What follows belongs to an exercise in optimizing a design on an open flow for small area, a short achievable clock period and few clock cycles; a production flow would make more cautious choices.
Only simulation tests tie the RTL to the original design; equivalence was not proved.
Power and IR drop assume default switching activity.

File: flow/flow/run.sh
#!/bin/bash
# Standard ORFS layout (unchanged synthesis, SDC and clock) with:
#  - timing repair aimed at a larger setup slack margin, so it keeps working
#    below the 11 ns clock;
#  - port buffers of the smallest buffer cell (every port is still buffered);
#  - a clock tree of clkbuf_16 with larger sink clusters and no dummy loads.
set -euo pipefail
CTS="-sink_clustering_enable -repair_clock_nets -sink_clustering_size 26 -sink_clustering_max_diameter 100 -buf_list sky130_fd_sc_hd__clkbuf_16 -dont_use_dummy_load"
bash standard.sh SETUP_SLACK_MARGIN=7.65 \
  "BUFFER_PORTS_ARGS=-buffer_cell sky130_fd_sc_hd__buf_1" \
  "CTS_ARGS=$CTS" finish > make_finish.log 2>&1
File: flow/standard.sh
#!/bin/bash
# synth_recipe.tcl (not shown) runs the flow's synth.tcl, then flattens the netlist and writes it again
# the make line also repeats each setting of config.mk as NAME=value (left out here)
make -C /OpenROAD-flow-scripts/flow DESIGN_CONFIG=/design/flow/config.mk WORK_HOME=/design/flow/orfs CLKGATE_MAP_FILE= SYNTH_SCRIPT=/design/flow/synth_recipe.tcl "${@:-finish}"
File: flow/config.mk
export PLATFORM = sky130hd
export DESIGN_NAME = fdrd_stream
export DESIGN_NICKNAME = fdrd_stream
export VERILOG_FILES = /design/flow/design.v
export SDC_FILE = /design/flow/constraint.sdc
export NUM_CORES = 4
export LEC_CHECK = 0
export CAP_MARGIN = 20
export CORE_ASPECT_RATIO = 0.35
export CORE_MARGIN = 2
export CORE_UTILIZATION = 55
export SLEW_MARGIN = 20
File: flow/constraint.sdc
create_clock -name core_clock -period 11.0 [get_ports {clk}]
set_input_delay 2.2000 -clock core_clock [delete_from_list [all_inputs] [get_ports {clk}]]
set_output_delay 2.2000 -clock core_clock [all_outputs]
set_load 0.01 [all_outputs]
File: flow/design.v
module fdrd_stream (
    input  wire        clk,
    input  wire        rst,             
    input  wire        start,
    input  wire [11:0] frame_len,
    output wire        start_ready,
    input  wire        in_valid,
    input  wire [7:0]  in_data,
    output wire        in_ready,
    output reg         rec_valid,
    output wire [63:0] rec_ts,
    output wire [7:0]  rec_prio,
    output wire [31:0] rec_lon,
    output wire [31:0] rec_lat,
    output wire [15:0] rec_alt,
    output wire [15:0] rec_angle,
    output wire [7:0]  rec_sats,
    output wire [15:0] rec_speed,
    output wire [15:0] rec_event_io,
    output wire [15:0] rec_total_io,
    output wire [15:0] rec_cnt_1b,
    output wire [15:0] rec_cnt_2b,
    output wire [15:0] rec_cnt_4b,
    output wire [15:0] rec_cnt_8b,
    output wire [15:0] rec_cnt_nx,
    output wire [9:0]  rec_elem_first,
    output wire [10:0] rec_off,
    output wire [10:0] rec_len,
    output reg         elem_valid,
    output wire [15:0] elem_id,
    output wire [2:0]  elem_kind,
    output wire [7:0]  elem_rec,
    output wire [15:0] elem_vlen,
    output wire [10:0] elem_voff,
    output wire [63:0] elem_val,
    output reg         done,
    output reg  [2:0]  result,
    output wire [7:0]  anomaly,
    output wire [15:0] crc_calc,
    output wire [7:0]  ack,
    output wire [7:0]  rec_count,
    output wire [9:0]  elem_count,
    output wire [10:0] err_pos
);
    localparam [2:0] R_OK        = 3'd1;
    localparam [2:0] R_FRAME_LEN = 3'd2;
    localparam [2:0] R_SHORT     = 3'd3;
    localparam [2:0] R_CODEC     = 3'd4;
    localparam [2:0] R_CRC       = 3'd5;
    localparam [2:0] R_MALFORMED = 3'd6;
    localparam S_HDR  = 0,     
               S_END  = 1,     
               S_RH   = 2,     
               S_CNT0 = 3,     
               S_CNT1 = 4,     
               S_ID0  = 5,
               S_ID1  = 6,
               S_NXL0 = 7,
               S_NXL1 = 8,
               S_V0   = 9,     
               S_V    = 10;    
    function [15:0] crc_byte(input [15:0] c, input [7:0] d);
        integer i;
        reg [15:0] x;
        begin
            x = c ^ {8'h00, d};
            for (i = 0; i < 8; i = i + 1)
                x = x[0] ? ((x >> 1) ^ 16'hA001) : (x >> 1);
            crc_byte = x;
        end
    endfunction
    reg        idle;          
    reg        inr;           
    reg        st_tk;         
    reg [11:0] rc;            
    reg        tk;            
    reg [7:0]  db;            
    reg        dbz;           
    reg        lt1, lt2, lt4, lt8, lt26;
    assign start_ready = idle;
    assign in_ready    = inr;
    wire take    = in_valid && inr;
    wire st_take = start && idle;
    wire len_ok  = (frame_len >= 12'd15) && (frame_len <= 12'd2048);
    always @(posedge clk) begin
        db  <= in_data;
        dbz <= (in_data == 8'd0);
        if (tk) begin
            lt1  <= (rc < 12'd2);
            lt2  <= (rc < 12'd3);
            lt4  <= (rc < 12'd5);
            lt8  <= (rc < 12'd9);
            lt26 <= (rc < 12'd27);
        end else begin
            lt1  <= (rc < 12'd1);
            lt2  <= (rc < 12'd2);
            lt4  <= (rc < 12'd4);
            lt8  <= (rc < 12'd8);
            lt26 <= (rc < 12'd26);
        end
        if (rst) begin
            inr <= 1'b0;
            tk  <= 1'b0;
        end else begin
            tk <= take;
            if (st_take) begin
                rc  <= frame_len;
                inr <= len_ok;
            end else begin
                if (st_tk)   rc <= rc - 12'd5;
                else if (tk) rc <= rc - 12'd1;
                if (take && (tk ? rc == 12'hFFD : rc == 12'hFFC)) inr <= 1'b0;
            end
        end
    end
    reg [10:0]  st;
    reg [10:0]  pos;          
    reg [10:0]  fcnt;
    reg [2:0]   grp;          
    reg [9:0]   grem;         
    reg         gbig;         
    reg         gl1;          
    reg         lr;           
    reg         vfail;        
    reg [7:0]   rec_idx;      
    reg [9:0]   elem_idx;     
    reg [7:0]   n1;
    reg [15:0]  crc;
    reg         is8, is8e;
    reg         f_pre, f_dfl, f_rhi, f_n1n2, f_n2rec, f_slack, f_trunc, f_mal;
    reg         crc_ok;
    reg [191:0] sr1;          
    reg [31:0]  sr2;          
    reg [49:0]  cs;           
    reg [10:0]  roff;         
    reg [9:0]   efirst;
    reg [10:0]  rlen;
    reg [15:0]  id;
    reg [10:0]  nxlen;
    reg         nxbig;
    reg [10:0]  voff;
    reg [63:0]  acc;
    wire        cdc_ok  = is8 || is8e;
    wire        body    = !rc[11] && rc != 12'd0;
    wire [10:0] pos_inc = pos + 11'd1;
    reg fail;
    always @(*) begin
        fail = 1'b0;
        if (st[S_RH]) begin
            if (is8) begin
                if (fcnt[4:0] == 5'd28) fail = lt26;
            end else begin
                case (fcnt[4:0])
                    5'd28: fail = lt8;
                    5'd20: fail = lt1;
                    5'd19: fail = lt4;
                    5'd15: fail = lt4;
                    5'd11: fail = lt2;
                    5'd9:  fail = lt2;
                    5'd7:  fail = lt1;
                    5'd6:  fail = lt2;
                    5'd4:  fail = lt2;
                    5'd2:  fail = lt2;
                    default: fail = 1'b0;
                endcase
            end
        end
        if (st[S_CNT0] || st[S_ID0] || st[S_NXL0]) fail = lt2;
        if (st[S_V0]) fail = vfail;
    end
    wire        rh_last  = is8 ? (fcnt[4:0] == 5'd3) : (fcnt[4:0] == 5'd1);
    wire        last_rec = lr;
    wire        cnt_zero = !gbig && grem[9:8] == 2'd0 && dbz;
    wire        last_el  = gl1;
    wire        nxl_zero = !nxbig && nxlen[10:8] == 3'd0 && dbz;
    wire [7:0]  rec_idx_n = rec_idx + {7'd0, rec_valid};
    wire [3:0]  hp       = pos[3:0];              
    wire        ok_now   = cdc_ok && crc_ok && (db == crc[7:0]) && !f_mal;
    wire        hdr_end = st[S_HDR] && hp == 4'd9;
    wire        isv     = st[S_V0] || st[S_V];
    wire        v_last  = (fcnt == 11'd1);
    wire        do_fail = fail;
    wire        do_elem = !fail && ((st[S_NXL1] && nxl_zero) || (isv && v_last));
    wire        do_rec  = !fail && ((st[S_RH] && rh_last && is8)
                                 || (st[S_CNT1] && cnt_zero && grp[2])
                                 || (do_elem && last_el && grp[2]));
    wire        grp_adv = st[S_CNT0];
    wire [10:0] st_n;
    assign st_n[S_HDR]  = st[S_HDR] && !hdr_end;
    assign st_n[S_END]  = st[S_END] || fail || (hdr_end && !(cdc_ok && !dbz))
                          || (do_rec && last_rec);
    assign st_n[S_RH]   = !fail && ((hdr_end && cdc_ok && !dbz) || (st[S_RH] && !rh_last))
                          || (do_rec && !last_rec);
    assign st_n[S_CNT0] = !fail && ((st[S_RH] && rh_last && !is8)
                                 || (st[S_CNT1] && cnt_zero && !grp[2])
                                 || (do_elem && last_el && !grp[2]));
    assign st_n[S_CNT1] = !fail && st[S_CNT0];
    assign st_n[S_ID0]  = !fail && ((st[S_CNT1] && !cnt_zero) || (do_elem && !last_el));
    assign st_n[S_ID1]  = !fail && st[S_ID0];
    assign st_n[S_NXL0] = st[S_ID1] && grp[2];
    assign st_n[S_NXL1] = !fail && st[S_NXL0];
    assign st_n[S_V0]   = (st[S_ID1] && !grp[2]) || (st[S_NXL1] && !nxl_zero);
    assign st_n[S_V]    = !fail && isv && !v_last;
    reg [10:0] fcnt_n;
    always @(*) begin
        fcnt_n = fcnt;
        if (st[S_RH] || isv) fcnt_n = fcnt - 11'd1;
        if (st[S_ID1])       fcnt_n = {7'd0, grp == 3'd3, grp == 3'd2, grp == 3'd1, grp == 3'd0};
        if (st[S_NXL1])      fcnt_n = {nxlen[10:8], db};
        if (hdr_end || do_rec) fcnt_n = 11'd28;
    end
    always @(posedge clk) begin
        rec_valid  <= 1'b0;
        elem_valid <= 1'b0;
        done       <= 1'b0;
        rlen       <= pos_inc - roff;
        rec_idx    <= rec_idx_n;
        lr         <= (rec_idx_n == n1 - 8'd1);
        st_tk      <= st_take;
        if (st_take) idle <= 1'b0;
        if (st_tk) begin
            st       <= 11'd1 << S_HDR;
            pos      <= 11'd0;
            crc      <= 16'd0;
            rec_idx  <= 8'd0;
            elem_idx <= 10'd0;
            f_pre    <= 1'b0;
            f_dfl    <= 1'b0;
            f_rhi    <= 1'b0;
            f_n1n2   <= 1'b0;
            f_slack  <= 1'b0;
            f_trunc  <= 1'b0;
            f_n2rec  <= 1'b0;
            f_mal    <= 1'b0;
            crc_ok   <= 1'b1;
            n1       <= 8'd0;
            roff     <= 11'd0;
            result <= (rc > 12'd2048) ? R_FRAME_LEN : R_SHORT;
            if (!inr) begin
                done <= 1'b1;
                idle <= 1'b1;
            end
        end
        if (tk) begin
            pos  <= pos_inc;
            st   <= st_n;
            fcnt <= fcnt_n;
            if (st[S_HDR]) begin
                if (hp[3:2] == 2'd0 && !dbz) f_pre <= 1'b1;
                if ((hp == 4'd4 || hp == 4'd5) && !dbz) f_dfl <= 1'b1;
                if (hp == 4'd6) id[15:8] <= db;
                if (hp == 4'd7) id[7:0] <= db;
                if (hp == 4'd9 && id >= {4'd0, rc}) f_dfl <= 1'b1;
                if (hp == 4'd8) begin
                    is8  <= (db == 8'h08);
                    is8e <= (db == 8'h8E);
                end
                if (hp == 4'd9) n1 <= db;
            end
            if (!rc[11] && !(st[S_HDR] && !hp[3])) crc <= crc_byte(crc, db);
            if (rc == 12'd0) begin
                f_n1n2  <= (db != n1);
                f_n2rec <= (db != rec_idx_n);
            end
            if ((rc == 12'hFFF || rc == 12'hFFE) && !dbz) begin
                f_rhi  <= 1'b1;
                crc_ok <= 1'b0;
            end
            if (rc == 12'hFFD && db != crc[15:8]) crc_ok <= 1'b0;
            if (rc == 12'hFFC) begin
                done <= 1'b1;
                idle <= 1'b1;
                if (!cdc_ok)
                    result <= R_CODEC;
                else if (!crc_ok || db != crc[7:0])
                    result <= R_CRC;
                else if (f_mal)
                    result <= R_MALFORMED;
                else
                    result <= R_OK;
                if (!ok_now) begin
                    n1       <= 8'd0;
                    rec_idx  <= 8'd0;
                    elem_idx <= 10'd0;
                    f_trunc  <= 1'b0;
                    f_n2rec  <= 1'b0;
                    f_slack  <= 1'b0;
                end
                if (!(cdc_ok && crc_ok && db == crc[7:0] && f_mal)) roff <= 11'd0;
            end
            if (body && (st[S_END] || (do_fail && is8))) f_slack <= 1'b1;
            if (do_fail) begin
                if (is8) f_trunc <= 1'b1;
                else     f_mal   <= 1'b1;
            end
            if ((st[S_RH] && fcnt[4:0] == 5'd28) || (do_fail && !is8)) roff <= pos;
            if (st[S_RH] && fcnt[4:0] == 5'd28) efirst <= elem_idx;
            if (grp_adv) begin
                grp       <= grp + 3'd1;
                grem[9:8] <= db[1:0];
                gbig      <= (db[7:2] != 6'd0);
            end
            if (st[S_RH] && rh_last) grp <= 3'd7;
            if (st[S_CNT1]) begin
                grem[7:0] <= db;
                gl1       <= !gbig && grem[9:8] == 2'd0 && db == 8'd1;
            end
            if (st[S_ID1]) vfail <= (rc <= {8'd0, grp == 3'd3, grp == 3'd2, grp == 3'd1, grp == 3'd0});
            if (st[S_NXL1]) vfail <= nxbig || ({1'b0, nxlen[10:8], db} >= rc);
            if (st[S_ID0]) id[15:8] <= db;
            if (st[S_ID1]) id[7:0] <= db;
            if (st[S_ID1] || st[S_NXL1]) voff <= pos_inc;
            if (st[S_ID1] && !grp[2]) begin
                nxlen <= {7'd0, grp == 3'd3, grp == 3'd2, grp == 3'd1, grp == 3'd0};
                nxbig <= 1'b0;
            end
            if (st[S_NXL0]) begin
                nxlen[10:8] <= db[2:0];
                nxbig       <= (db[7:3] != 5'd0);
            end
            if (st[S_NXL1]) nxlen[7:0] <= db;
            if (do_elem) begin
                elem_valid <= 1'b1;
                elem_idx   <= elem_idx + 10'd1;
                grem       <= grem - 10'd1;
                gl1        <= !gbig && grem == 10'd2;
            end
            if (do_rec) rec_valid <= 1'b1;
        end
        if (rst) begin
            idle  <= 1'b1;
            st_tk <= 1'b0;
        end
    end
    wire rh     = tk && st[S_RH];
    wire sr1_en = rh && fcnt[4:0] > 5'd4;
    wire sr2_en = rh && (is8 || fcnt[4:0] <= 5'd4);
    wire cs_en  = (rh && is8) || (tk && st[S_CNT1]);
    wire acc_en = tk && (isv || st[S_ID0]);
    always @(posedge clk) begin
        if (sr1_en) sr1 <= {sr1[183:0], db};
        if (sr2_en) sr2 <= {sr2[23:0], db & {8{!is8}}};
        if (cs_en)  cs  <= {cs[39:0], {grem[9:8], db} & {10{!is8}}};
        if (acc_en) acc <= {acc[55:0], db} & {64{isv}};
    end
    assign rec_ts         = sr1[191:128];
    assign rec_prio       = sr1[127:120];
    assign rec_lon        = sr1[119:88];
    assign rec_lat        = sr1[87:56];
    assign rec_alt        = sr1[55:40];
    assign rec_angle      = sr1[39:24];
    assign rec_sats       = sr1[23:16];
    assign rec_speed      = sr1[15:0];
    assign rec_event_io   = sr2[31:16];
    assign rec_total_io   = sr2[15:0];
    assign rec_cnt_1b     = {6'd0, cs[49:40]};
    assign rec_cnt_2b     = {6'd0, cs[39:30]};
    assign rec_cnt_4b     = {6'd0, cs[29:20]};
    assign rec_cnt_8b     = {6'd0, cs[19:10]};
    assign rec_cnt_nx     = {6'd0, cs[9:0]};
    assign rec_elem_first = efirst;
    assign rec_off        = roff;
    assign rec_len        = rlen;
    assign elem_id   = id;
    assign elem_kind = grp;
    assign elem_rec  = rec_idx;
    assign elem_vlen = {5'd0, nxlen};
    assign elem_voff = voff;
    assign elem_val  = acc;
    assign anomaly    = {f_rhi, f_slack, f_pre, f_dfl, f_trunc, f_n1n2, f_n2rec, f_trunc};
    assign crc_calc   = crc;
    assign ack        = n1;
    assign rec_count  = rec_idx;
    assign elem_count = elem_idx;
    assign err_pos    = roff;
endmodule
==> results of run 1 <==
[cell usage in the layout (no fill, tap or decap), drive strengths merged, types with 4 or more instances in the layout]
cell type,instances
nand4,14
and3,12
clkbuf,222
nor2b,19
dfxtp,98
xor2,36
buf,460
a22o,12
nand2b,6
a31oi,6
o2111ai,4
nor3,34
nor3b,9
or3,6
inv,64
edfxtp,450
o21a,6
o41ai,4
conb,35
a21o,8
nand2,92
o21ai,69
or4,4
ha,65
and2,86
a211oi,4
nor2,95
a22oi,4
nand3,44
xnor2,80
a21oi,42
nor4,11
[power by group]
group | internal, mW | switching (mW) | total (mW)
logic | 0.0821 | 0.142 | 0.224
clock network | 0.408 | 0.603 | 1.01
registers | 2.26 | 0.0300 | 2.29
[sequential cells by signal, indices dropped and copies added, names as in the netlist, 3 cells and up]
| signal | flops |
|---|---|
| grem | 10 |
| st | 11 |
| efirst | 10 |
| acc | 64 |
| nxlen | 11 |
| rlen | 11 |
| grp | 3 |
| elem_idx | 10 |
| cs | 50 |
| roff | 11 |
| pos | 11 |
| crc | 16 |
| fcnt | 11 |
| rec_idx | 8 |
| voff | 11 |
| result | 3 |
| sr2 | 32 |
| db | 8 |
| id | 16 |
| sr1 | 192 |
| n1 | 8 |
| rc | 12 |
[how the worst min path moves through the flow]
stage                        from      end  slack (ns)  depth (start not counted)
after floorplan             f_pre    f_pre        0.42                          2
after global placement    sr1[30]  sr1[38]        0.43                          0
after detailed placement   cs[39]   cs[49]        0.43                          0
after CTS                 sr1[80]  sr1[88]        0.44                          0
after global routing      sr1[61]  sr1[69]        0.43                          0
final                     sr1[50]  sr1[58]        0.43                          0
[cells by family after synthesis]
group	share of synthesized area, %
AO/OA/AOI/OAI	5.71
XOR/XNOR	4.69
adder cells (fa/ha/maj)	3.82
buffers and inverters	4.27
flip-flops	70.9
multiplexers	0.201
other	0.0172
AND/OR/NAND/NOR	10.4
[layout make-up]
| type | instances | area [um^2] | share of cell area [%] |
|---|---|---|---|
| antenna | 1 | 2.50 | 0.00949 |
| clock buffer | 25 | 626 | 2.37 |
| inverter | 65 | 244 | 0.925 |
| multi-input combinational | 848 | 5620 | 21.3 |
| sequential | 548 | 15600 | 59.1 |
| tap | 540 | 676 | 2.56 |
| timing repair buffer | 657 | 3620 | 13.7 |
[layer usage]
| layer | vias to the layer above | part of all wire, % | GRT usage (%) |
|---|---|---|---|
| met5 | - | 0 | 0 |
| met4 | 0 | 1.2 | 3.30 |
| met3 | 46 | 6.8 | 5.06 |
| met2 | 447 | 49 | 40.4 |
| met1 | 6896 | 43 | 33.4 |
| li1 | 6608 | - | - |
[through the flow]
| stage | power (mW) | instances | area, um^2 | utilization, % | hold slack [ns] |
|---|---|---|---|---|---|
| 2_1_floorplan | 2.49 | 1573 | 22000 | - | 0.424 |
| 3_3_place_gp | 2.55 | 2524 | 24000 | 61.1 | 0.427 |
| 3_5_place_dp | 2.55 | 2525 | 24000 | 61.1 | 0.429 |
| 4_1_cts | 3.55 | 2619 | 25500 | 64.8 | 0.440 |
| 5_1_grt | 3.65 | 2683 | 26400 | 67.0 | 0.431 |
| 6_report | 3.53 | 2684 | 26400 | 67.0 | 0.435 |
[timing repair]
item,CTS,global route
cloned,0,0
endpoints found under the setup margin,260,355
hold buffers,0,0
setup buffers,69,64
resized for setup,194,244
==> impl_metrics.env, run 1 <==
export IMPL_final_nets=2235
export IMPL_synthCells=1539
export IMPL_min_period_over_period_pct=30.7
export IMPL_p_leak_nw=9.99
export IMPL_yosysMostFrequentCell="edfxtp_1"
export IMPL_async_flop_share_pct=0
export IMPL_tightest_slew_ns=1.06
export IMPL_pre_cts_slack_ns=7.12
export IMPL_synth_top_area_share_pct=61.9
export IMPL_num_rows=43
export IMPL_fin_ws_ns=7.63
export IMPL_initial_core_util_pct=55.5
export IMPL_grt_max_degree=193
export IMPL_end_kind="primary output"
export IMPL_path_clk_slew_ns=0.10
export IMPL_insertion_delay_ns=0.58
export IMPL_cts_num_sinks=548
export IMPL_path_depth=1
export IMPL_cts_tree="built"
export IMPL_fill_cells=3003
export IMPL_synth_area_um2=21800
export IMPL_drtIter0Drc=1159
export IMPL_critical_path_cell_chain="buf_1"
export IMPL_peakVddDrop_uv=106
export IMPL_maxCapViolCount=0
export IMPL_synth_edf_count=450
export IMPL_cts_made_buffers=25
export IMPL_critPathLaunch="sr1[140]"
export IMPL_crit_type="reg2out"
export IMPL_cpLargestDelayFamily="flip-flops"
export IMPL_cp_endpoint="rec_ts[12]"
export IMPL_max_stage_delay_ns=0.44
export IMPL_area_growth_pct=20.8
export IMPL_totalWireLength_um=53100
export IMPL_critPathRequiredTime_ns=8.80
export IMPL_final_max_slew_viol_count=0
export IMPL_cts_buffer_depth=3
export IMPL_grt_pass1_wl_um=75800
export IMPL_slowest_stage="edfxtp_1"
export IMPL_crit_path_max_fanout=2
export IMPL_numPortBuffers=511
export IMPL_hold_violations=0
export IMPL_path_buf_inv=1
export IMPL_synthTopCellsByArea="edfxtp_1, dfxtp_1, ha_1"
export IMPL_rsz0062_at_grt="yes"
export IMPL_post_route_min_period_ns=3.37
export IMPL_gr_usage_all_layers_pct=24.0
export IMPL_dp_hpwl_um=37900
export IMPL_drtPass1Iterations=5
export IMPL_die_area_um2=41500
export IMPL_reg2reg_slack_ns=7.85
export IMPL_status="no timing/DRC/antenna violations"
export IMPL_die_w_um=341
export IMPL_max_slew_margin_pct=28.8
export IMPL_routed_via_density=5.21
export IMPL_reg2reg_depth=9
export IMPL_r2r_end="fcnt[9]"
export IMPL_synthFlopType="edfxtp_1"
export IMPL_route_detailed_drc=0
export IMPL_yosys_area_top_type="edfxtp_1"
export IMPL_yosysWarningCount=1
export IMPL_pin_count=547
export IMPL_overflow=0
export IMPL_layout_drive_gt1_share_pct=26.8
export IMPL_first_global_vias=12900
export IMPL_vias=14000
export IMPL_synth_seq_cells=548
export IMPL_r2r_start="nxlen[8]"
export IMPL_ctsRootBufferMaster="clkbuf_16"
export IMPL_finalSetupTns_ns=0
export IMPL_antenna_found_initial=2
export IMPL_skew_ns=0.0891
export IMPL_core_um2=39300
export IMPL_avgRoutedWirePerCell_um=19.8
export IMPL_synthTopCellsByCount="edfxtp_1, dfxtp_1, nor2_1, nand2_1, and2_1"
export IMPL_seq_area_frac_synth_pct=70.9
export IMPL_cts_max_level=1
export IMPL_ant_nets=0
export IMPL_chipHeight_um=122
export IMPL_routabilityCongestion=0.937
export IMPL_critical_path_arrival_ns=1.17
export IMPL_ys_types=79
export IMPL_cp_start_kind="register"
export IMPL_avgSynthCellArea_um2=14.2
export IMPL_hold_class="reg2reg"
export IMPL_power_density_nw_per_um2=134
export IMPL_setup_viol=0
export IMPL_fmax_mhz=297
Testbench counts, summed over its fixed seeds: cycles 92,202.
==> inputs of run 2 (changes only) <==
--- a/flow/flow/run.sh
+++ b/flow/flow/run.sh
@@ -6,6 +6,6 @@
 #  - a clock tree of clkbuf_16 with larger sink clusters and no dummy loads.
 set -euo pipefail
 CTS="-sink_clustering_enable -repair_clock_nets -sink_clustering_size 26 -sink_clustering_max_diameter 100 -buf_list sky130_fd_sc_hd__clkbuf_16 -dont_use_dummy_load"
-bash standard.sh SETUP_SLACK_MARGIN=7.65 \
+bash standard.sh SETUP_SLACK_MARGIN=7.58 \
   "BUFFER_PORTS_ARGS=-buffer_cell sky130_fd_sc_hd__buf_1" \
   "CTS_ARGS=$CTS" finish > make_finish.log 2>&1
==> run 2 against run 1 <==
Net effect: still clean; final cell count shrank 4.7%; fmax shrank 0.79%; register-to-register slack lost 0.03 ns; non-clock buffer count shrank 127; sequential share of layout area grew 3.4 points; combinational power shrank 4%; critical path depth is the same; clock-buffer cell count is the same; critical path type unchanged; critical endpoint is now ack[7]; largest cell class unchanged.
==> impl_metrics.env, run 2 <==
export IMPL_routed_via_density=5.32
export IMPL_setup_viol=0
export IMPL_finalSetupTns_ns=0
export IMPL_core_um2=39300
export IMPL_gr_usage_all_layers_pct=24.1
export IMPL_synthTopCellsByArea="edfxtp_1, dfxtp_1, ha_1"
export IMPL_most_common_layout_cells="buf_1, edfxtp_1, nand2_1"
export IMPL_pin_count=547
export IMPL_yosysMostFrequentCell="edfxtp_1"
export IMPL_cpLargestDelayFamily="flip-flops"
export IMPL_dp_hpwl_um=38000
export IMPL_layout_drive_gt1_share_pct=5.95
export IMPL_grt_pass1_wl_um=76200
export IMPL_cts_buffer_depth=3
export IMPL_end_kind="primary output"
export IMPL_slowest_stage="dfxtp_1"
export IMPL_vias=13600
export IMPL_num_rows=43
export IMPL_fin_ws_ns=7.60
export IMPL_max_slew_margin_pct=27.3
export IMPL_status="no timing/DRC/antenna violations"
export IMPL_synthTopCellsByCount="edfxtp_1, dfxtp_1, nor2_1, nand2_1, and2_1"
export IMPL_chipHeight_um=122
export IMPL_seq_area_frac_synth_pct=70.9
export IMPL_crit_type="reg2out"
export IMPL_numPortBuffers=511
export IMPL_ctsRootBufferMaster="clkbuf_16"
export IMPL_path_buf_inv=1
export IMPL_max_flop_register="sr1"
export IMPL_largest_reg_flops=192
export IMPL_critPathLaunch="n1[7]"
export IMPL_power_density_nw_per_um2=142
export IMPL_fmax_mhz=294
export IMPL_final_nets=2108
export IMPL_post_dp_cell_area_um2=24000
export IMPL_min_period_over_period_pct=30.9
export IMPL_p_leak_nw=8.40
export IMPL_max_stage_delay_ns=0.44
export IMPL_initial_core_util_pct=55.5
export IMPL_reg2reg_depth=9
export IMPL_fin_area_um2=24800
export IMPL_synth_seq_cells=548
export IMPL_avgRoutedWirePerCell_um=20.2
export IMPL_first_global_vias=12800
export IMPL_synthFlopType="edfxtp_1"
export IMPL_synth_edf_count=450
export IMPL_area_growth_pct=13.6
export IMPL_r2r_start="fcnt[1]"
export IMPL_async_flop_share_pct=0
export IMPL_tightest_slew_ns=1.09
export IMPL_hold_class="reg2reg"
export IMPL_hold_buffers=0
export IMPL_reg2reg_slack_ns=7.82
export IMPL_skew_ns=0.0800
export IMPL_insertion_delay_ns=0.57
export IMPL_final_common_cell="buf_1"
export IMPL_synth_top_area_share_pct=61.9
export IMPL_cp_endpoint="ack[7]"
export IMPL_critical_path_cell_chain="buf_1"
export IMPL_critical_path_arrival_ns=1.20
export IMPL_cts_made_buffers=25
export IMPL_peakVddDrop_uv=100
export IMPL_hold_violations=0
export IMPL_rsz0062_at_grt="yes"
export IMPL_synthCells=1539
export IMPL_avgSynthCellArea_um2=14.2
export IMPL_cts_max_level=1
export IMPL_yosys_area_top_type="edfxtp_1"
export IMPL_maxCapViolCount=0
export IMPL_cts_num_sinks=548
export IMPL_drtIter0Drc=1133
export IMPL_crit_path_max_fanout=4
export IMPL_route_detailed_drc=0
export IMPL_overflow=0
export IMPL_routabilityCongestion=0.938
export IMPL_antenna_found_initial=0
export IMPL_grt_max_degree=193
export IMPL_path_clk_slew_ns=0.12
export IMPL_totalWireLength_um=51800
export IMPL_post_route_min_period_ns=3.40
export IMPL_path_depth=1
export IMPL_yosysWarningCount=1
export IMPL_cp_start_kind="register"
export IMPL_top_regs="sr1: 192 flops, acc: 64 flops, cs: 50 flops"
export IMPL_cts_tree="built"
export IMPL_r2r_end="fcnt[9]"
export IMPL_pre_cts_slack_ns=7.19
export IMPL_critPathRequiredTime_ns=8.80
export IMPL_synth_area_um2=21800
export IMPL_post_route_util_pct=63.0
export IMPL_drtPass1Iterations=5
export IMPL_ys_types=79
export IMPL_die_w_um=341
export IMPL_die_area_um2=41500
export IMPL_ant_nets=0
export IMPL_final_max_slew_viol_count=0
run 2: repair_timing:
item                                    CTS  global route
endpoints found under the setup margin   22            22
resized for setup                        17            24
setup buffers                             6             0
run 2: through the flow:
step	hold slack, ns	power [mW]	instances
after floorplan	0.424	2.49	1573
after global placement	0.427	2.55	2524
after detailed placement	0.429	2.55	2524
after CTS	0.436	3.54	2555
after global routing	0.450	3.63	2556
final	0.445	3.52	2557
run 2: logic make-up after synthesis:
kind of cell | count (synthesis) | share of synthesized area (%)
flip-flops | 548 | 70.9
AND/OR/NAND/NOR | 440 | 10.4
AO/OA/AOI/OAI | 187 | 5.71
buffers and inverters | 177 | 4.27
XOR/XNOR | 116 | 4.69
adder cells (fa/ha/maj) | 66 | 3.82
multiplexers | 4 | 0.201
other | 1 | 0.0172
run 2: worst min path at each step:
stage	from	cells after the start	end	slack [ns]
detailed placement	sr1[121]	0	sr1[129]	0.43
global route	sr1[40]	0	sr1[48]	0.45
CTS	sr1[40]	0	sr1[48]	0.44
global placement	sr1[27]	0	sr1[35]	0.43
floorplan	f_pre	2	f_pre	0.42
finish	sr1[36]	0	sr1[44]	0.45
run 2: where the power goes:
group          total (mW)  switching [mW]  internal, mW
logic               0.216           0.141        0.0749
clock network        1.01           0.604         0.408
registers            2.30          0.0295          2.27
total                3.52           0.774          2.75
run 2: area by class of cell:
cell class,instances,area (um^2)
well taps,540,676
fillers,3125,14500
flip-flops and latches,548,15500
clock buffers,25,626
repair buffers,530,2120
diodes,1,2.50
inverters,65,244
multi-input cells,848,5620
run 2: routing by layer:
layer | up-vias | routed length [um] | GRT usage (%)
met1 | 6738 | 22500 | 34.2
met3 | 51 | 3520 | 4.31
li1 | 6351 | - | -
met2 | 453 | 25100 | 40.4
met4 | 0 | 656 | 3.41
met5 | - | 0 | 0
run 2: worst reg2reg max path, cell delays in order (launching register included):
cell,delay (ns)
edfxtp_1,0.52
inv_2,0.16
ha_1,0.21
nor2b_1,0.15
and4b_1,0.31
a21oi_2,0.14
o21ai_1,0.32
nand2_1,0.22
nand2_2,0.26
o31a_1,0.52
==> inputs of run 3 (changes only) <==
--- a/flow/config.mk
+++ b/flow/config.mk
@@ -8,5 +8,5 @@
 export CAP_MARGIN = 20
 export CORE_ASPECT_RATIO = 0.35
 export CORE_MARGIN = 2
-export CORE_UTILIZATION = 55
+export CORE_UTILIZATION = 42
 export SLEW_MARGIN = 20
==> run 3 against run 2 <==
Net effect: design area grew 2.5%; highest routed layer unchanged; sequential share of layout area fell by 1.5 points; clock-buffer cell count unchanged; hold slack got worse by 0.017 ns; non-clock buffer count increased by 39; die area grew 30%; flip-flop and latch count stayed put; via count down 0.69%; combinational power hardly changed; worst setup slack lost 0.029 ns; largest power group unchanged; fmax down 0.84%.
==> impl_metrics.env, run 3 <==
export IMPL_cp_start_kind="register"
export IMPL_status="no timing/DRC/antenna violations"
export IMPL_initial_core_util_pct=42.5
export IMPL_die_area_um2=54100
export IMPL_ctsRootBufferMaster="clkbuf_16"
export IMPL_hold_violations=0
export IMPL_pin_count=547
export IMPL_dp_hpwl_um=39200
export IMPL_ant_nets=0
export IMPL_path_clk_slew_ns=0.10
export IMPL_final_common_cell="edfxtp_1"
export IMPL_avgRoutedWirePerCell_um=19.6
export IMPL_critical_path_arrival_ns=1.23
export IMPL_numPortBuffers=511
export IMPL_dp_cells=2679
export IMPL_tightest_slew_ns=1.09
export IMPL_cts_tree="built"
export IMPL_overflow=0
export IMPL_cpLargestDelayFamily="flip-flops"
export IMPL_routabilityCongestion=0.880
export IMPL_most_common_layout_cells="edfxtp_1, buf_1, nor2_1"
export IMPL_vias=13500
export IMPL_synth_area_um2=21800
export IMPL_min_period_over_period_pct=31.2
export IMPL_num_rows=49
export IMPL_layout_drive_gt1_share_pct=11.2
export IMPL_route_detailed_drc=0
export IMPL_final_cell_count_no_fill=2746
export IMPL_rsz0062_at_grt="yes"
export IMPL_grt_pass1_wl_um=79600
export IMPL_ys_types=79
export IMPL_maxCapViolCount=0
export IMPL_synthTopCellsByArea="edfxtp_1, dfxtp_1, ha_1"
export IMPL_p_leak_nw=8.79
export IMPL_peakVddDrop_uv=93.1
export IMPL_area_growth_pct=16.4
export IMPL_synth_edf_count=450
export IMPL_routed_via_density=4.92
export IMPL_post_route_util_pct=49.5
export IMPL_critPathRequiredTime_ns=8.80
export IMPL_synth_seq_cells=548
export IMPL_yosys_area_top_type="edfxtp_1"
export IMPL_crit_type="reg2out"
export IMPL_largest_reg_flops=192
export IMPL_end_kind="primary output"
export IMPL_chipHeight_um=139
export IMPL_slowest_stage="edfxtp_1"
export IMPL_cts_buffer_depth=3
export IMPL_cts_num_sinks=548
export IMPL_power_density_nw_per_um2=139
export IMPL_fmax_mhz=292
export IMPL_totalWireLength_um=53900
export IMPL_drtIter0Drc=1013
export IMPL_cts_made_buffers=25
export IMPL_gr_usage_all_layers_pct=19.2
export IMPL_drtPass1Iterations=5
export IMPL_post_route_min_period_ns=3.43
export IMPL_cts_max_level=1
export IMPL_critical_path_cell_chain="buf_6"
export IMPL_avgSynthCellArea_um2=14.2
export IMPL_synth_top_area_share_pct=61.9
export IMPL_synthFlopType="edfxtp_1"
export IMPL_crit_path_max_fanout=2
export IMPL_final_nets=2148
export IMPL_path_buf_inv=1
export IMPL_skew_ns=0.0667
export IMPL_antenna_found_initial=2
export IMPL_async_flop_share_pct=0
export IMPL_final_max_slew_viol_count=0
export IMPL_synthCells=1539
export IMPL_fill_cells=4568
export IMPL_die_w_um=389
export IMPL_seq_area_frac_synth_pct=70.9
export IMPL_yosysWarningCount=1
export IMPL_core_um2=51300
export IMPL_max_flop_register="sr1"
export IMPL_hold_class="reg2reg"
export IMPL_finalSetupTns_ns=0
export IMPL_insertion_delay_ns=0.57
export IMPL_top_regs="sr1: 192 flops, acc: 64 flops, cs: 50 flops"
export IMPL_synthTopCellsByCount="edfxtp_1, dfxtp_1, nor2_1, nand2_1, and2_1"
export IMPL_max_slew_margin_pct=27.2
export IMPL_max_stage_delay_ns=0.47
export IMPL_first_global_vias=12300
export IMPL_setup_viol=0
export IMPL_yosysMostFrequentCell="edfxtp_1"
export IMPL_grt_max_degree=81
==> run 3: per-layer routing <==
metal / up-vias / GRT usage, % / wire length (um)
met5: - / 0 / 0
met4: 0 / 3.00 / 696
met1: 6642 / 27.5 / 24500
li1: 6447 / - / -
met3: 48 / 3.49 / 2870
met2: 362 / 31.4 / 25900
==> run 3: layout make-up <==
cell class | instances | area (um^2) | area share [%]
diodes | 2 | 5.00 | 0.0197
clock buffers | 25 | 626 | 2.46
inverters | 65 | 244 | 0.960
multi-input cells | 849 | 5620 | 22.1
flip-flops and latches | 548 | 15500 | 61.1
well taps | 688 | 861 | 3.39
repair buffers | 569 | 2530 | 9.97
==> run 3: metrics by stage <==
stage | setup slack, ns | instance area (um^2) | hold slack (ns) | power (mW)
after floorplan | 6.92 | 22000 | 0.424 | 2.49
after global placement | 7.07 | 24200 | 0.427 | 2.55
after detailed placement | 7.03 | 24200 | 0.430 | 2.56
after CTS | 7.55 | 25100 | 0.414 | 3.56
after global routing | 7.53 | 25400 | 0.422 | 3.66
final | 7.57 | 25400 | 0.428 | 3.54
==> run 3: repair_timing <==
action / in CTS / in global routing
setup buffers: 11 / 28
setup endpoints to repair: 118 / 208
hold buffers: 0 / 0
pin swaps: 1 / 0
gates cloned: 1 / 0
resized for setup: 49 / 90
==> run 3: cells by family after synthesis <==
group	synth area share, %
multiplexers	0.201
adder cells (fa/ha/maj)	3.82
AO/OA/AOI/OAI	5.71
XOR/XNOR	4.69
other	0.0172
flip-flops	70.9
AND/OR/NAND/NOR	10.4
buffers and inverters	4.27
==> run 3: path summary, 6_finish.rpt <==
path / from / to / slack, ns / cells past startpoint
hold reg to reg: sr1[32] / sr1[40] / 0.43 / 0
setup / recovery: acc[3] / elem_val[3] / 7.57 / 1
setup reg to reg: fcnt[1] / sr1[191] / 7.83 / 7
hold / removal: sr1[32] / sr1[40] / 0.43 / 0
==> run 3: report_power, final <==
part           internal, mW  leakage [nW]  switching (mW)  total [mW]
sequential             2.27          4.89          0.0277        2.29
clock                 0.408         0.308           0.615        1.02
combinational        0.0760          3.59           0.142       0.218
total                  2.75          8.79           0.785        3.54
==> inputs of run 4 (changes only) <==
--- a/flow/config.mk
+++ b/flow/config.mk
@@ -8,5 +8,5 @@
 export CAP_MARGIN = 20
 export CORE_ASPECT_RATIO = 0.35
 export CORE_MARGIN = 2
-export CORE_UTILIZATION = 42
+export CORE_UTILIZATION = 48
 export SLEW_MARGIN = 20
==> run 4 against run 3 <==
Net effect: non-clock buffer count is 25 lower; design area down 1.4%; still clean; global-route usage grew 1.4 points; clock power is essentially flat; first-iteration DRC count grew 18%; flip-flop and latch count stayed put; combinational power is 2% lower; critical path depth unchanged; clock skew decreased by 0.00074 ns; hold slack better by 0.010 ns; worst setup slack better by 0.049 ns; area after synthesis is the same.
==> impl_metrics.env, run 4 <==
export IMPL_status="no timing/DRC/antenna violations"
export IMPL_cts_buffer_depth=3
export IMPL_r2r_start="fcnt[1]"
export IMPL_slowest_stage="edfxtp_1"
export IMPL_peakVddDrop_uv=93.3
export IMPL_chipHeight_um=130
export IMPL_hold_violations=0
export IMPL_yosys_area_top_type="edfxtp_1"
export IMPL_p_leak_nw=8.53
export IMPL_first_global_vias=12200
export IMPL_area_growth_pct=14.8
export IMPL_synth_compound_area_share_pct=5.71
export IMPL_synthXorXnorAreaFrac_pct=4.69
export IMPL_synth_edf_count=450
export IMPL_die_w_um=364
export IMPL_hold_buffers=0
export IMPL_top_regs="sr1: 192 flops, acc: 64 flops, cs: 50 flops"
export IMPL_hold_slack_ns=0.438
export IMPL_muxShareOfSynthArea_pct=0.201
export IMPL_cts_made_buffers=25
export IMPL_cts_max_level=1
export IMPL_seq_area_frac_synth_pct=70.9
export IMPL_synthAdderAreaFrac_pct=3.82
export IMPL_max_flop_register="sr1"
export IMPL_cp_start_kind="register"
export IMPL_ctsRootBufferMaster="clkbuf_16"
export IMPL_synthTopCellsByArea="edfxtp_1, dfxtp_1, ha_1"
export IMPL_fin_area_um2=25100
export IMPL_hold_class="reg2reg"
export IMPL_path_buf_inv=1
export IMPL_ant_nets=0
export IMPL_dp_hpwl_um=37100
export IMPL_fill_cells=3882
export IMPL_yosys_area_share_simple_pct=10.4
export IMPL_most_common_layout_cells="buf_1, edfxtp_1, nor2_1"
export IMPL_synthCells=1539
export IMPL_critical_path_arrival_ns=1.18
export IMPL_crit_type="reg2out"
export IMPL_maxCapViolCount=0
export IMPL_synth_area_um2=21800
export IMPL_max_stage_delay_ns=0.44
export IMPL_cts_tree="built"
export IMPL_fmax_mhz=296
export IMPL_post_dp_cell_area_um2=24100
export IMPL_routabilityCongestion=0.856
export IMPL_min_to="sr1[24]"
export IMPL_layout_drive_gt1_share_pct=8.08
export IMPL_gr_usage_all_layers_pct=20.7
export IMPL_ys_types=79
export IMPL_rsz0062_at_grt="yes"
export IMPL_critPathRequiredTime_ns=8.80
export IMPL_grt_pass1_wl_um=74600
export IMPL_overflow=0
export IMPL_synthFlopType="edfxtp_1"
export IMPL_numPortBuffers=511
export IMPL_die_area_um2=47400
export IMPL_route_detailed_drc=0
export IMPL_final_max_slew_viol_count=0
export IMPL_yosysMostFrequentCell="edfxtp_1"
export IMPL_cts_num_sinks=548
export IMPL_pin_count=547
export IMPL_num_rows=46
export IMPL_core_um2=45000
export IMPL_antenna_found_initial=1
export IMPL_critical_path_cell_chain="clkbuf_2"
export IMPL_r2r_end="fcnt[5]"
export IMPL_avgRoutedWirePerCell_um=19.3
export IMPL_max_slew_margin_pct=22.6
export IMPL_cpLargestDelayFamily="flip-flops"
export IMPL_reg2reg_depth=9
export IMPL_skew_ns=0.0660
export IMPL_totalWireLength_um=51200
export IMPL_hold_depth=0
export IMPL_grt_max_degree=193
export IMPL_finalSetupTns_ns=0
export IMPL_final_nets=2122
export IMPL_vias=13200
export IMPL_synth_top_area_share_pct=61.9
export IMPL_async_flop_share_pct=0
export IMPL_crit_path_max_fanout=2
export IMPL_initial_core_util_pct=48.5
export IMPL_worstHoldStart="sr1[16]"
export IMPL_reg2reg_slack_ns=7.83
export IMPL_synth_top_family_by_area="simple AND/OR/NAND/NOR gates"
export IMPL_drtIter0Drc=1191
export IMPL_path_clk_slew_ns=0.10
export IMPL_end_kind="primary output"
export IMPL_power_density_nw_per_um2=141
export IMPL_drtPass1Iterations=6
export IMPL_insertion_delay_ns=0.58
export IMPL_avgSynthCellArea_um2=14.2
export IMPL_min_period_over_period_pct=30.7
export IMPL_setup_viol=0
export IMPL_routed_via_density=4.98
export IMPL_largest_reg_flops=192
export IMPL_final_common_cell="buf_1"
export IMPL_post_route_min_period_ns=3.38
export IMPL_tightest_slew_ns=1.16
export IMPL_synthTopCellsByCount="edfxtp_1, dfxtp_1, nor2_1, nand2_1, and2_1"
export IMPL_yosysWarningCount=1
export IMPL_synth_seq_cells=548
-- run 4: cell count changes in the layout (fill, tap and decap cells not counted), sizes merged --
cell / before / now
clkbuf: 75 / 45
buf: 519 / 524
nor2: 96 / 95
-- run 4: worst max-delay path by stage --
stage	startpoint	end	slack, ns	cells past startpoint
after CTS	acc[46]	elem_val[46]	7.57	1
after global placement	frame_len[7]	inr	7.26	6
after floorplan	fcnt[0]	sr1[0]	6.92	5
after global routing	acc[13]	elem_val[13]	7.56	1
after detailed placement	frame_len[7]	inr	7.20	6
final	acc[13]	elem_val[13]	7.62	1
-- run 4: repair_timing --
action | in CTS | in global routing
setup buffers | 10 | 8
endpoints found under the setup margin | 36 | 57
resized for setup | 30 | 54
-- run 4: logic make-up after synthesis --
group | count (synthesis)
flops | 548
simple gates | 440
compound gates | 187
buf+inv | 177
xor+xnor | 116
fa+ha+maj | 66
mux | 4
other cells | 1
-- run 4: per-stage QoR --
step	cells	power, mW	util (%)	worst slack, ns
global placement	2610	2.55	53.6	7.26
floorplan	1573	2.49	-	6.92
CTS	2645	3.56	55.3	7.57
detailed placement	2610	2.55	53.6	7.20
finish	2656	3.53	55.7	7.62
global route	2654	3.65	55.7	7.56
-- run 4: final cells by class --
| type | count | area, um^2 | share of cell area, % |
|---|---|---|---|
| antenna | 2 | 5.00 | 0.0200 |
| clock buffer | 25 | 626 | 2.50 |
| sequential | 548 | 15500 | 62.0 |
| timing repair buffer | 544 | 2250 | 8.99 |
| tap | 624 | 781 | 3.12 |
| inverter | 65 | 244 | 0.974 |
| multi-input combinational | 848 | 5620 | 22.4 |
-- run 4: report_power, final --
| group | total, mW | leakage, nW | internal, mW | switching [mW] |
|---|---|---|---|---|
| logic | 0.214 | 3.33 | 0.0754 | 0.139 |
| registers | 2.29 | 4.90 | 2.27 | 0.0288 |
| clock network | 1.02 | 0.308 | 0.408 | 0.614 |
-- run 4: metal layers --
layer | global-route usage [%] | vias to the layer above | wire (um)
met4 | 3.55 | 0 | 742
met3 | 4.42 | 45 | 3190
li1 | - | 6388 | -
met5 | 0 | - | 0
met1 | 29.1 | 6424 | 23100
met2 | 33.7 | 370 | 24100
==> inputs of run 5 (changes only) <==
--- a/flow/flow/run.sh
+++ b/flow/flow/run.sh
@@ -6,6 +6,6 @@
 #  - a clock tree of clkbuf_16 with larger sink clusters and no dummy loads.
 set -euo pipefail
 CTS="-sink_clustering_enable -repair_clock_nets -sink_clustering_size 26 -sink_clustering_max_diameter 100 -buf_list sky130_fd_sc_hd__clkbuf_16 -dont_use_dummy_load"
-bash standard.sh SETUP_SLACK_MARGIN=7.58 \
+bash standard.sh SETUP_SLACK_MARGIN=7.62 \
   "BUFFER_PORTS_ARGS=-buffer_cell sky130_fd_sc_hd__buf_1" \
   "CTS_ARGS=$CTS" finish > make_finish.log 2>&1
==> run 5 against run 4 <==
Net effect: still clean; hold slack got worse by 0.0012 ns; worst setup slack improved by 0.0026 ns; synthesized cell count did not move; clock-buffer cell count did not move; final cell count rose by 2.4%; global-route usage rose by 0.086 points.
==> impl_metrics.env, run 5 <==
export IMPL_overflow=0
export IMPL_critPathRequiredTime_ns=8.80
export IMPL_yosysMostFrequentCell="edfxtp_1"
export IMPL_tightest_slew_ns=1.18
export IMPL_seq_area_um2=15600
export IMPL_skew_ns=0.0661
export IMPL_ant_nets=0
export IMPL_final_cell_count_no_fill=2720
export IMPL_chipHeight_um=130
export IMPL_crit_path_max_fanout=2
export IMPL_min_to="sr1[24]"
export IMPL_hold_depth=0
export IMPL_ctsRootBufferMaster="clkbuf_16"
export IMPL_setup_viol=0
export IMPL_synthFlopType="edfxtp_1"
export IMPL_routed_via_density=4.97
export IMPL_drtIter0Drc=1156
export IMPL_cts_buffer_depth=3
export IMPL_pin_count=547
export IMPL_yosys_area_top_type="edfxtp_1"
export IMPL_cts_tree="built"
export IMPL_num_rows=46
export IMPL_avgRoutedWirePerCell_um=19.0
export IMPL_rsz0062_at_grt="yes"
export IMPL_antenna_found_initial=1
export IMPL_layout_drive_gt1_share_pct=21.6
export IMPL_die_w_um=364
export IMPL_multiInputGateArea_um2=5620
export IMPL_power_density_nw_per_um2=136
export IMPL_crit_type="reg2out"
export IMPL_reg2reg_slack_ns=7.95
export IMPL_core_um2=45000
export IMPL_critical_path_arrival_ns=1.18
export IMPL_synthCells=1539
export IMPL_area_growth_pct=18.7
export IMPL_yosysWarningCount=1
export IMPL_dp_hpwl_um=37100
export IMPL_synth_area_um2=21800
export IMPL_ys_types=79
export IMPL_initial_core_util_pct=48.5
export IMPL_cpLargestDelayFamily="flip-flops"
export IMPL_fill_cells=3785
export IMPL_path_clk_slew_ns=0.10
export IMPL_finalSetupTns_ns=0
export IMPL_max_stage_delay_ns=0.44
export IMPL_path_depth=1
export IMPL_slowest_stage="edfxtp_1"
export IMPL_grt_pass1_wl_um=74900
export IMPL_post_dp_cell_area_um2=24100
export IMPL_fin_area_um2=25900
export IMPL_first_global_vias=12300
export IMPL_hold_violations=0
export IMPL_cts_made_buffers=25
export IMPL_dp_cells=2610
export IMPL_final_max_slew_viol_count=0
export IMPL_cts_num_sinks=548
export IMPL_seq_area_frac_synth_pct=70.9
export IMPL_routabilityCongestion=0.856
export IMPL_r2r_start="fcnt[0]"
export IMPL_max_slew_margin_pct=21.4
export IMPL_drtPass1Iterations=7
export IMPL_final_nets=2186
export IMPL_path_buf_inv=1
export IMPL_hold_buffers=0
export IMPL_die_area_um2=47400
export IMPL_reg2reg_depth=7
export IMPL_synth_top_area_share_pct=61.9
export IMPL_synth_edf_count=450
export IMPL_cts_max_level=1
export IMPL_totalWireLength_um=51700
export IMPL_p_leak_nw=9.50
export IMPL_synthTopCellsByCount="edfxtp_1, dfxtp_1, nor2_1, nand2_1, and2_1"
export IMPL_peakVddDrop_uv=93.7
export IMPL_grt_max_degree=193
export IMPL_end_kind="primary output"
export IMPL_vias=13500
export IMPL_status="no timing/DRC/antenna violations"
export IMPL_avgSynthCellArea_um2=14.2
export IMPL_final_common_cell="edfxtp_1"
export IMPL_post_route_min_period_ns=3.38
export IMPL_numPortBuffers=511
export IMPL_r2r_end="grem[6]"
export IMPL_worstHoldStart="sr1[16]"
export IMPL_most_common_layout_cells="edfxtp_1, buf_1, clkbuf_2"
export IMPL_fin_total_pwr_mw=3.54
export IMPL_hold_class="reg2reg"
export IMPL_insertion_delay_ns=0.58
export IMPL_fmax_mhz=296
export IMPL_maxCapViolCount=0
export IMPL_synth_seq_cells=548
export IMPL_gr_usage_all_layers_pct=20.7
export IMPL_cp_start_kind="register"
export IMPL_critical_path_cell_chain="clkbuf_2"
export IMPL_route_detailed_drc=0
export IMPL_max_flop_register="sr1"
export IMPL_top_regs="sr1: 192 flops, acc: 64 flops, cs: 50 flops"
export IMPL_async_flop_share_pct=0
export IMPL_post_route_util_pct=57.5
export IMPL_synthTopCellsByArea="edfxtp_1, dfxtp_1, ha_1"
export IMPL_largest_reg_flops=192
export IMPL_min_period_over_period_pct=30.7
run 5: cell counts after synthesis:
No cell type changed its count.
run 5: what timing repair did:
item,CTS,global route
resized for setup,114,213
buffers inserted,30,52
endpoints found under the setup margin,146,280
gates cloned,0,0
pin swaps,0,0
run 5: area by class of cell:
cell class	instances	share of cell area, %
flip-flops and latches	548	60.1
multi-input cells	848	21.7
repair buffers	608	11.9
well taps	624	3.01
clock buffers	25	2.42
inverters	65	0.942
diodes	2	0.0193
run 5: report_power, final:
group,leakage (nW),switching [mW],total [mW],internal (mW)
combinational,4.29,0.140,0.220,0.0801
clock,0.308,0.613,1.02,0.408
sequential,4.90,0.0286,2.29,2.27
run 5: logic make-up (layout without fill, tap and decap cells):
family	Yosys count	in the layout	synth area share, %
AOI/OAI and AO/OA	187	187	5.71
xor gates and xnor gates	116	116	4.69
adders and majority gates	66	66	3.82
buffers and inverters	177	698	4.27
DFF	548	548	70.9
muxes	4	4	0.201
other	1	37	0.0172
and+or+nand+nor	440	440	10.4
run 5: metrics by stage:
| step | setup WS [ns] | hold slack, ns |
|---|---|---|
| after floorplan | 6.92 | 0.424 |
| after global placement | 7.26 | 0.426 |
| after detailed placement | 7.20 | 0.430 |
| after CTS | 7.57 | 0.435 |
| after global routing | 7.56 | 0.440 |
| final | 7.62 | 0.437 |
run 5: per-layer routing:
metal	up-vias	global-route usage (%)	wire length [um]
met5	-	0	0
met4	0	3.62	706
met3	45	4.51	3230
met2	387	33.8	24700
met1	6567	29.2	23100
li1	6511	-	-
run 5: worst max-delay path by stage:
stage	startpoint	to	slack (ns)
final	acc[46]	elem_val[46]	7.62
after global routing	cs[30]	rec_cnt_2b[0]	7.56
after CTS	acc[46]	elem_val[46]	7.57
after detailed placement	frame_len[7]	inr	7.20
after global placement	frame_len[7]	inr	7.26
after floorplan	fcnt[0]	sr1[0]	6.92
==> inputs of run 6 (changes only) <==
--- a/flow/flow/run.sh
+++ b/flow/flow/run.sh
@@ -6,6 +6,6 @@
 #  - a clock tree of clkbuf_16 with larger sink clusters and no dummy loads.
 set -euo pipefail
 CTS="-sink_clustering_enable -repair_clock_nets -sink_clustering_size 26 -sink_clustering_max_diameter 100 -buf_list sky130_fd_sc_hd__clkbuf_16 -dont_use_dummy_load"
-bash standard.sh SETUP_SLACK_MARGIN=7.62 \
+bash standard.sh SETUP_SLACK_MARGIN=7.54 \
   "BUFFER_PORTS_ARGS=-buffer_cell sky130_fd_sc_hd__buf_1" \
   "CTS_ARGS=$CTS" finish > make_finish.log 2>&1
==> run 6 against run 5 <==
Net effect: combinational power decreased by 4%; first-iteration DRC count rose by 1.0%; power barely moved; critical path type unchanged; largest cell class unchanged; largest power group unchanged.
==> impl_metrics.env, run 6 <==
export IMPL_n_antenna_cell=0
export IMPL_cts_tree="built"
export IMPL_yosysMostFrequentCell="edfxtp_1"
export IMPL_intPower_mw=2.75
export IMPL_most_common_layout_cells="buf_1, edfxtp_1, nor2_1"
export IMPL_critPathRequiredTime_ns=8.80
export IMPL_ys_types=79
export IMPL_async_flop_share_pct=0
export IMPL_cts_made_buffers=25
export IMPL_r2r_start="tk"
export IMPL_hold_slack_ns=0.430
export IMPL_layout_drive_gt1_share_pct=5.83
export IMPL_gr_usage_all_layers_pct=20.5
export IMPL_p_sw_mw=0.784
export IMPL_synthTopCellsByCount="edfxtp_1, dfxtp_1, nor2_1, nand2_1, and2_1"
export IMPL_cts_max_level=1
export IMPL_pwr_share_clk_pct=29.0
export IMPL_max_stage_delay_ns=0.43
export IMPL_critical_path_arrival_ns=1.21
export IMPL_insertion_delay_ns=0.58
export IMPL_cpLargestDelayFamily="flip-flops"
export IMPL_ant_nets=0
export IMPL_slowest_stage="dfxtp_1"
export IMPL_path_clk_slew_ns=0.11
export IMPL_cts_num_sinks=548
export IMPL_peakVddDrop_uv=94.2
export IMPL_crit_path_max_fanout=4
export IMPL_ctsRootBufferMaster="clkbuf_16"
export IMPL_fmax_mhz=294
export IMPL_core_um2=45000
export IMPL_setup_viol=0
export IMPL_final_max_slew_viol_count=0
export IMPL_final_nets=2116
export IMPL_yosys_area_top_type="edfxtp_1"
export IMPL_avgRoutedWirePerCell_um=19.4
export IMPL_drtPass1Iterations=5
export IMPL_power_frac_seq_pct=65.0
export IMPL_synth_top_area_share_pct=61.9
export IMPL_top_regs="sr1: 192 flops, acc: 64 flops, cs: 50 flops"
export IMPL_final_common_cell="buf_1"
export IMPL_initial_core_util_pct=48.5
export IMPL_tightest_slew_ns=1.10
export IMPL_skew_ns=0.0726
export IMPL_numPortBuffers=511
export IMPL_rsz0062_at_grt="yes"
export IMPL_synthFlopType="edfxtp_1"
export IMPL_multiInputGateArea_um2=5620
export IMPL_antenna_found_initial=2
export IMPL_dp_hpwl_um=37200
export IMPL_vias=13300
export IMPL_yosysWarningCount=1
export IMPL_overflow=0
export IMPL_totalWireLength_um=51300
export IMPL_cp_start_kind="register"
export IMPL_path_buf_inv=1
export IMPL_synth_area_um2=21800
export IMPL_seq_area_frac_synth_pct=70.9
export IMPL_synth_seq_cells=548
export IMPL_combPwrFrac_pct=6.0
export IMPL_hold_violations=0
export IMPL_min_period_over_period_pct=31.0
export IMPL_r2r_end="sr1[180]"
export IMPL_grt_pass1_wl_um=73700
export IMPL_die_w_um=364
export IMPL_end_kind="primary output"
export IMPL_chipHeight_um=130
export IMPL_path_depth=1
export IMPL_post_route_util_pct=55.3
export IMPL_largest_reg_flops=192
export IMPL_max_slew_margin_pct=26.6
export IMPL_first_global_vias=11900
export IMPL_grt_max_degree=91
export IMPL_area_growth_pct=14.1
export IMPL_reg2reg_depth=5
export IMPL_synthCells=1539
export IMPL_critPathLaunch="roff[0]"
export IMPL_cp_endpoint="err_pos[0]"
export IMPL_post_route_min_period_ns=3.41
export IMPL_synthTopCellsByArea="edfxtp_1, dfxtp_1, ha_1"
export IMPL_seq_area_um2=15500
export IMPL_reg2reg_slack_ns=7.80
export IMPL_routabilityCongestion=0.879
export IMPL_routed_via_density=5.02
export IMPL_finalSetupTns_ns=0
export IMPL_p_leak_nw=8.41
export IMPL_pin_count=547
export IMPL_synth_edf_count=450
export IMPL_fill_cells=3912
export IMPL_drtIter0Drc=1168
export IMPL_crit_type="reg2out"
export IMPL_die_area_um2=47400
export IMPL_max_flop_register="sr1"
export IMPL_critical_path_cell_chain="buf_1"
export IMPL_avgSynthCellArea_um2=14.2
export IMPL_maxCapViolCount=0
export IMPL_hold_class="reg2reg"
export IMPL_route_detailed_drc=0
export IMPL_cts_buffer_depth=3
export IMPL_num_rows=46
export IMPL_swShare_pct=22.2
export IMPL_status="no timing/DRC/antenna violations"
export IMPL_power_density_nw_per_um2=142
run 6: through the flow:
step	instances	area [um^2]	setup WS, ns	power (mW)
floorplan	1573	22000	6.92	2.49
global placement	2611	24100	7.15	2.55
detailed placement	2611	24100	7.12	2.55
CTS	2643	24800	7.54	3.56
global route	2648	24900	7.54	3.66
finish	2648	24900	7.59	3.53
run 6: worst min path at each step:
| stage | startpoint | endpoint | slack [ns] | cells after the start |
|---|---|---|---|---|
| after floorplan | f_pre | f_pre | 0.42 | 2 |
| after global placement | sr1[30] | sr1[38] | 0.43 | 0 |
| after detailed placement | sr1[45] | sr1[53] | 0.43 | 0 |
| after CTS | sr1[45] | sr1[53] | 0.42 | 0 |
| after global routing | sr1[26] | sr1[34] | 0.43 | 0 |
| final | sr1[25] | sr1[33] | 0.43 | 0 |
run 6: area by class of cell:
type / count / share of cell area (%)
sequential: 548 / 62.2
multi-input combinational: 849 / 22.6
timing repair buffer: 537 / 8.59
tap: 624 / 3.13
clock buffer: 25 / 2.51
inverter: 65 / 0.979
run 6: cell families after synthesis:
kind of cell	synth area share, %
multiplexers	0.201
AND/OR/NAND/NOR	10.4
flip-flops	70.9
XOR/XNOR	4.69
adder cells (fa/ha/maj)	3.82
other	0.0172
buffers and inverters	4.27
AO/OA/AOI/OAI	5.71
run 6: power by group through the flow:
stage,Combinational (mW),Sequential (mW),Clock [mW]
floorplan,0.143,2.35,0
global placement,0.206,2.34,0
detailed placement,0.208,2.34,0
CTS,0.210,2.30,1.06
global route,0.236,2.30,1.12
finish,0.211,2.30,1.02
run 6: what timing repair did:
item / 4_1_cts / 5_1_grt
endpoints found under the setup margin: 105 / 114
buffers inserted: 7 / 3
hold buffers: 0 / 0
resized for setup: 14 / 18
pin swaps: 0 / 1
gates cloned: 0 / 1
run 6: per-layer routing:
| metal | track usage, % | share of wire, % |
|---|---|---|
| met3 | 4.22 | 6.7 |
| met4 | 2.87 | 1.2 |
| met2 | 32.9 | 47 |
| met5 | 0 | 0 |
| met1 | 29.7 | 45 |
==> inputs of run 7 (changes only) <==
--- a/flow/flow/run.sh
+++ b/flow/flow/run.sh
@@ -6,6 +6,6 @@
 #  - a clock tree of clkbuf_16 with larger sink clusters and no dummy loads.
 set -euo pipefail
 CTS="-sink_clustering_enable -repair_clock_nets -sink_clustering_size 26 -sink_clustering_max_diameter 100 -buf_list sky130_fd_sc_hd__clkbuf_16 -dont_use_dummy_load"
-bash standard.sh SETUP_SLACK_MARGIN=7.54 \
+bash standard.sh SETUP_SLACK_MARGIN=7.58 \
   "BUFFER_PORTS_ARGS=-buffer_cell sky130_fd_sc_hd__buf_1" \
   "CTS_ARGS=$CTS" finish > make_finish.log 2>&1
--- a/flow/config.mk
+++ b/flow/config.mk
@@ -6,7 +6,7 @@
 export NUM_CORES = 4
 export LEC_CHECK = 0
 export CAP_MARGIN = 20
-export CORE_ASPECT_RATIO = 0.35
+export CORE_ASPECT_RATIO = 0.25
 export CORE_MARGIN = 2
 export CORE_UTILIZATION = 48
 export SLEW_MARGIN = 20
==> run 7 against run 6 <==
Net effect: clock skew up 0.011 ns; synthesized cell count stayed put; sequential share of layout area decreased by 1.8 points; register-to-register slack improved by 0.04 ns; critical path type unchanged; largest power group unchanged; clock-buffer cell count unchanged; critical path depth is the same; via count up 3.2%; power rose by 0.43%; area after synthesis unchanged; worst setup slack got worse by 0.020 ns; fmax is 0.60% lower.
==> impl_metrics.env, run 7 <==
export IMPL_status="no timing/DRC/antenna violations"
export IMPL_peakVddDrop_uv=105
export IMPL_tightest_slew_ns=0.999
export IMPL_busiest_layer="met2"
export IMPL_avgRoutedWirePerCell_um=20.2
export IMPL_gr_usage_all_layers_pct=22.1
export IMPL_fin_total_pwr_mw=3.55
export IMPL_maxCapViolCount=0
export IMPL_max_flop_register="sr1"
export IMPL_async_flop_share_pct=0
export IMPL_synthCells=1539
export IMPL_synth_top_area_share_pct=61.9
export IMPL_multiInputGateArea_um2=5620
export IMPL_grt_pass1_wl_um=80200
export IMPL_hold_buffers=0
export IMPL_core_um2=44000
export IMPL_skew_ns=0.0833
export IMPL_chipHeight_um=111
export IMPL_path_clk_slew_ns=0.10
export IMPL_top_regs="sr1: 192 flops, acc: 64 flops, cs: 50 flops"
export IMPL_hold_violations=0
export IMPL_drtIter0Drc=1032
export IMPL_die_w_um=431
export IMPL_n_antenna_cell=0
export IMPL_crit_type="reg2out"
export IMPL_end_kind="primary output"
export IMPL_antenna_found_initial=0
export IMPL_first_global_vias=12800
export IMPL_fill_cells=3692
export IMPL_path_buf_inv=1
export IMPL_post_route_util_pct=58.4
export IMPL_drtPass1Iterations=5
export IMPL_min_period_over_period_pct=31.2
export IMPL_overflow=0
export IMPL_most_common_layout_cells="edfxtp_1, buf_1, clkbuf_2"
export IMPL_dp_hpwl_um=39100
export IMPL_insertion_delay_ns=0.60
export IMPL_synthFlopType="edfxtp_1"
export IMPL_synth_area_um2=21800
export IMPL_hold_class="reg2reg"
export IMPL_routed_via_density=5.09
export IMPL_cts_num_sinks=548
export IMPL_seq_area_frac_synth_pct=70.9
export IMPL_pin_count=547
export IMPL_die_area_um2=47600
export IMPL_critPathRequiredTime_ns=8.80
export IMPL_vias=13700
export IMPL_final_max_slew_viol_count=0
export IMPL_final_cell_count_no_fill=2698
export IMPL_ctsRootBufferMaster="clkbuf_16"
export IMPL_met1_usage_pct=30.7
export IMPL_ys_types=79
export IMPL_route_detailed_drc=0
export IMPL_num_rows=38
export IMPL_rsz0062_at_grt="yes"
export IMPL_crit_path_max_fanout=2
export IMPL_initial_core_util_pct=49.6
export IMPL_synthTopCellsByCount="edfxtp_1, dfxtp_1, nor2_1, nand2_1, and2_1"
export IMPL_final_common_cell="edfxtp_1"
export IMPL_critical_path_cell_chain="clkbuf_2"
export IMPL_yosys_area_top_type="edfxtp_1"
export IMPL_finalSetupTns_ns=0
export IMPL_p_leak_nw=9.18
export IMPL_ant_nets=0
export IMPL_critical_path_arrival_ns=1.23
export IMPL_max_slew_margin_pct=33.2
export IMPL_cp_start_kind="register"
export IMPL_grt_max_degree=88
export IMPL_synth_edf_count=450
export IMPL_setup_viol=0
export IMPL_layout_drive_gt1_share_pct=16.1
export IMPL_use_met3_pct=4.70
export IMPL_largest_reg_flops=192
export IMPL_cts_buffer_depth=3
export IMPL_routabilityCongestion=0.931
export IMPL_max_stage_delay_ns=0.47
export IMPL_totalWireLength_um=54400
export IMPL_seq_area_um2=15500
export IMPL_yosysWarningCount=1
export IMPL_post_route_min_period_ns=3.43
export IMPL_avgSynthCellArea_um2=14.2
export IMPL_final_nets=2190
export IMPL_numPortBuffers=511
export IMPL_cts_made_buffers=25
export IMPL_area_growth_pct=17.8
export IMPL_power_density_nw_per_um2=138
export IMPL_yosysMostFrequentCell="edfxtp_1"
export IMPL_cts_max_level=1
export IMPL_synthTopCellsByArea="edfxtp_1, dfxtp_1, ha_1"
export IMPL_fmax_mhz=292
export IMPL_dp_cells=2586
export IMPL_synth_seq_cells=548
export IMPL_cts_tree="built"
export IMPL_met2_usage_pct=36.5
export IMPL_cpLargestDelayFamily="flip-flops"
export IMPL_slowest_stage="edfxtp_1"
-- run 7: cell families after synthesis --
| group | synth area share, % |
|---|---|
| xor gates and xnor gates | 4.69 |
| buffers and inverters | 4.27 |
| adders and majority gates | 3.82 |
| and+or+nand+nor | 10.4 |
| DFF | 70.9 |
| muxes | 0.201 |
| other | 0.0172 |
| AOI/OAI and AO/OA | 5.71 |
-- run 7: cell type report --
class                   count  share of cell area, %
well taps                 600                   2.92
inverters                  65                  0.949
flip-flops and latches    548                   60.4
repair buffers            611                   11.4
clock buffers              25                   2.43
multi-input cells         849                   21.9
-- run 7: per-stage QoR --
step                      hold slack, ns  area (um^2)  setup WS (ns)
after global placement             0.428        24100           7.14
final                              0.429        25700           7.57
after floorplan                    0.424        22000           6.92
after global routing               0.450        25700           7.52
after detailed placement           0.430        24100           7.01
after CTS                          0.430        25000           7.54
-- run 7: routing by layer --
layer,routed length [um],vias to the layer above
li1,-,6523
met3,3020,51
met1,24300,6819
met2,26500,338
met4,666,0
met5,0,-
-- run 7: worst paths after layout --
| path | from | endpoint | slack, ns | depth (start not counted) |
|---|---|---|---|---|
| setup / recovery | id[1] | elem_id[1] | 7.57 | 1 |
| hold / removal | sr1[2] | sr1[10] | 0.43 | 0 |
| setup reg to reg | fcnt[0] | sr1[134] | 7.84 | 7 |
| hold reg to reg | sr1[2] | sr1[10] | 0.43 | 0 |
-- run 7: what timing repair did --
action,4_1_cts,5_1_grt
pin swaps,1,0
endpoints found under the setup margin,163,194
gates cloned,1,0
resized for setup,60,144
buffers inserted,20,65
-- run 7: power breakdown --
part           internal (mW)  leakage, nW  total [mW]  switching [mW]
Combinational         0.0788         3.97       0.220           0.141
Sequential              2.27         4.90        2.29          0.0293
Clock                  0.409        0.308        1.03           0.624
Total                   2.75         9.18        3.55           0.795

-- re-timing with driven ports --
How much do the figures lean on ideal ports? The routed layouts below were timed once more, with nothing changed but the port constraints. Step 1, drivers: a clkbuf_16 drives clk and a buf_2 each remaining input, both assumed. Step 2 also shifts input and output timing later by t, the mid clock arrival at the registers, as if the neighbouring blocks saw the same clock. Slacks: ideal ports / drivers / drivers and shift; pairs: ideal ports / drivers.
run	t, ns	setup WS [ns]
run 1	0.599	7.628 / 7.569 / 7.097
run 2	0.593	7.601 / 7.543 / 7.236
run 3	0.606	7.572 / 7.517 / 7.290
run 4	0.605	7.621 / 7.564 / 7.238
run 5	0.605	7.624 / 7.567 / 7.222
run 6	0.614	7.593 / 7.533 / 7.285
run 7	0.626	7.573 / 7.510 / 7.358
After both steps every run listed still meets setup and hold.
